This is an optimization exercise on Yosys and OpenROAD, whose aim is small area, a short achievable clock period and few clock cycles, not a production implementation. In this exercise RTL edits were held to simulation tests only and were not proved equivalent to the original.

nickel:
==> flow/design.v (excerpt) <==
module gcx_enc (
    input  wire        clk,
    input  wire        rst,         
    input  wire        in_valid,
    output wire        in_ready,
    input  wire [15:0] in_data,
    input  wire        in_key,
    input  wire        in_last,
    output wire        out_valid,
    input  wire        out_ready,
    output wire [31:0] out_data,
    output wire        out_last,
    output wire        done,
    output wire [31:0] hash,
    output wire [31:0] lcg
);
Settings: LEC_CHECK=0, CAP_MARGIN=50, CORE_MARGIN=2, CORE_UTILIZATION=40, SLEW_MARGIN=60; clock period 36.0 ns.
run.sh (not shown) runs the stock make flow with config.mk's settings and CLKGATE_MAP_FILE= SYNTH_SCRIPT=/design/flow/synth_recipe.tcl, a recipe that flattens the netlist after the stock synthesis.
nickel ended with every stage complete and zero timing, DRC or antenna violations.
Testbench counts of nickel, summed over its fixed seeds: cycles 13,294.
## Diff of input files: ember against nickel
- SLEW_MARGIN changed from 60 to 85
==> comparison <==
ember: area growth from synthesis to layout is 24 points higher than what nickel reported. Per the comparison of ember with nickel, fraction of met3 tracks used by global routing roughly the same, non-clock buffer total of the final layout higher, maximum frequency lower, register area roughly the same. Of the two values seen for origin of the worst setup path, z[1] was produced by ember and in_valid by nickel. Delta(maximum fanout along the worst path, ember - nickel) > 0. In summary, ember completed successfully, with a layout that passed the timing, design-rule and antenna checks. No stage failed in nickel, and the final checks on the layout all came back clean. Going from nickel to ember, period utilization +5.6 points.
## Diff of input files: harbor against ember
- CORE_UTILIZATION changed from 40 to 60
- SLEW_MARGIN changed from 85 to 60
Compared with ember, the detailed router inserted fewer vias in harbor.
For longest individual stage delay on the worst path, harbor and ember come out practically identical.
Global-route usage: harbor and ember compared, lower one is ember
What harbor reported for cell area has to be multiplied by 1.2 to get the figure for ember.
Taking ember as the reference, in harbor number of placed instances, taps included lost about 16%, proportion of cell area occupied by multi-input gates picked up an extra 2.3 points, routed wire length lower.
Diff ember -> harbor: number of input and output port buffers inserted has remained practically unchanged; core utilization rose 13 points; relative area change from synthesis to final layout lower.

* * *

Another version of the RTL of gcx_enc (not shown whole).
Size: ~2300 cells after synthesis.
clock: 36.0 ns
lec_check: 0
abc_area: 1
cap_margin: 50
core_margin: 2
core_utilization: 40
place_density_lb_addon: 0.2
slew_margin: 60
Testbench counts at the start, summed over its fixed seeds: cycles 13,046.
Next try:
CAP_MARGIN = 60   (was 50)
PLACE_DENSITY_LB_ADDON = not set   (was 0.2)
SLEW_MARGIN = 50   (was 60)
Hold slack hardly moves.
Routed wire length barely changes.
Die area is unchanged.
Design area is about the same.
Non-clock buffer count came out higher by 13.
Synthesized area does not change.
Via count rises slightly.
Flip-flop and latch count stays the same.
Cell count climbs slightly.

* * *

gcx_enc again, from the RTL that the note above started with.
Settings: LEC_CHECK=0, ABC_AREA=1, CAP_MARGIN=50, CORE_MARGIN=2, CORE_UTILIZATION=50, PLACE_DENSITY=0.65, SLEW_MARGIN=60; clock period 36.0 ns.
The first run produced a clean layout.
Testbench counts at the start, summed over its fixed seeds: cycles 13,046.
Next try:
Settings changed: CORE_UTILIZATION 50 to 40, PLACE_DENSITY 0.65 to not set.
What happened: The changed run completed with no timing, DRC or antenna violations. Worst hold slack loses 0.0088 ns. First-iteration DRC count is higher by 5.7%.

* * *

## job 4281
Another version of the RTL of gcx_enc (not shown whole).
Size: ~2100 cells after synthesis, ~120 flip-flops, about 120 I/O pins, about 19000 um^2 of cells after synthesis.
==> flow/config.mk <==
export PLATFORM = sky130hd
export DESIGN_NAME = gcx_enc
export DESIGN_NICKNAME = gcx_enc
export VERILOG_FILES = /design/flow/design.v
export SDC_FILE = /design/flow/constraint.sdc
export NUM_CORES = 4
export LEC_CHECK = 0
export CAP_MARGIN = 75
export CORE_MARGIN = 2
export CORE_UTILIZATION = 40
export SLEW_MARGIN = 70
==> flow/constraint.sdc <==
create_clock -name core_clock -period 36.0 [get_ports {clk}]
set_input_delay 7.2000 -clock core_clock [delete_from_list [all_inputs] [get_ports {clk}]]
set_output_delay 7.2000 -clock core_clock [all_outputs]
set_load 0.01 [all_outputs]
Job 4281 went all the way through the flow, and no timing, DRC or antenna check failed.
Testbench counts of job 4281, summed over its fixed seeds: cycles 13,046.
The following lists how job 2114 was set up differently from job 4281:
- a change of SLEW_MARGIN from 70 to 45
- an added ABC_AREA of 1
- a change of CAP_MARGIN from 75 to 35
==> notes.md <==
Comparing job 4281 with job 2114, the number of max-cap violations came out essentially unchanged.
Job 4281 → job 2114: utilization after layout dropped 1.7 points; count of clock buffers in the final design saw a decrease; detailed router's first-iteration violation count saw an increase.
Job 2114 vs. job 4281: pin count of the biggest net entering global routing shows a reduction of 4; cell count shows an increase of about 3.8%.
Synthesized cell count: job 2114 vs job 4281 up about 10%
Relative to job 2114, the following input files were edited for job 4371:
- swapping 35 for 50 in CAP_MARGIN
- swapping 45 for 60 in SLEW_MARGIN
## What came out
- All of job 2114 and job 4371 finish clean.
- All-layer global routing usage delta (job 2114 -> job 4371): insignificant
- Job 4371: cell count higher than job 2114
- Relative area change from synthesis to final layout in job 4371 is 0.60 points higher than in job 2114
- When the final numbers for job 2114 and job 4371 were put side by side, the maximum achievable frequency turned out to be greater in job 4371.
- When job 4371 is measured against job 2114, its via count turns out 96 higher.

* * *

before:
RTL: one of the versions met above, not the one the previous note started from.
Size: roughly 120 flip-flops, about 120 I/O pins, ~19000 um^2 of cells after synthesis.
clock: 36.0 ns
lec_check: 0
cap_margin: 50
core_margin: 2
core_utilization: 40
slew_margin: 45
before: no failed stages, no open violations at the end
Testbench counts of before, summed over its fixed seeds: cycles 13,294.
#### Input delta (after over before)
Settings: swapping 45 for 20 in SLEW_MARGIN; swapping 50 for 20 in CAP_MARGIN.
- For global-route usage, after and before come out practically identical.
- Sort after and before by time the worst path needs with I/O delays and setup asc -> top: before
- In after relative to before, cell count had gone down slightly.
- Overall routed net length of before is on par with after.
- Comparing setup slack for after and before, the bigger number came from before.

-- re-timing with driven ports --
In the flow no input, the clock included, has a driving cell. The finished layouts below were timed again as built, in two steps. Step 1 (the two cells are an assumption about what drives the block):
set clk [get_ports {clk}]
set_driving_cell -lib_cell sky130_fd_sc_hd__clkbuf_16 $clk
set_driving_cell -lib_cell sky130_fd_sc_hd__buf_2 [delete_from_list [all_inputs] $clk]
Step 2, shift: input delay + t, output delay - t, t = (earliest + latest rising clock arrival at the registers) / 2. This alone moves slack from input paths to output paths. Three values: ideal ports, drivers, drivers and shift; two values: the first two.
run | t (ns) | setup slack, ns | pins driven straight from the clock port
nickel | 0.478 | 26.708 / 26.735 / 26.257 | 1
ember | 0.474 | 24.698 / 24.698 / 24.698 | 1
harbor | 0.477 | 26.625 / 26.656 / 26.179 | 1
the first run of note 2 | 0.416 | 26.532 / 26.482 / 26.267 | 1
the second run of note 2 | 0.416 | 26.486 / 26.515 / 26.099 | 1
the first run of note 3 | 0.420 | 26.611 / 26.561 / 26.249 | 1
the second run of note 3 | 0.414 | 26.616 / 26.568 / 26.328 | 1
job 4281 | 0.483 | 26.733 / 26.691 / 26.275 | 1
job 2114 | 0.491 | 26.744 / 26.772 / 26.281 | 1
job 4371 | 0.483 | 26.841 / 26.868 / 26.385 | 1
before | 0.482 | 26.701 / 26.686 / 26.249 | 1
after | 0.484 | 26.127 / 26.156 / 25.672 | 1
After both steps setup and hold are still met in every run listed. The setup slack of job 2114, which loses most, moves by +0.028 ns with the drivers and by -0.463 ns with both steps.
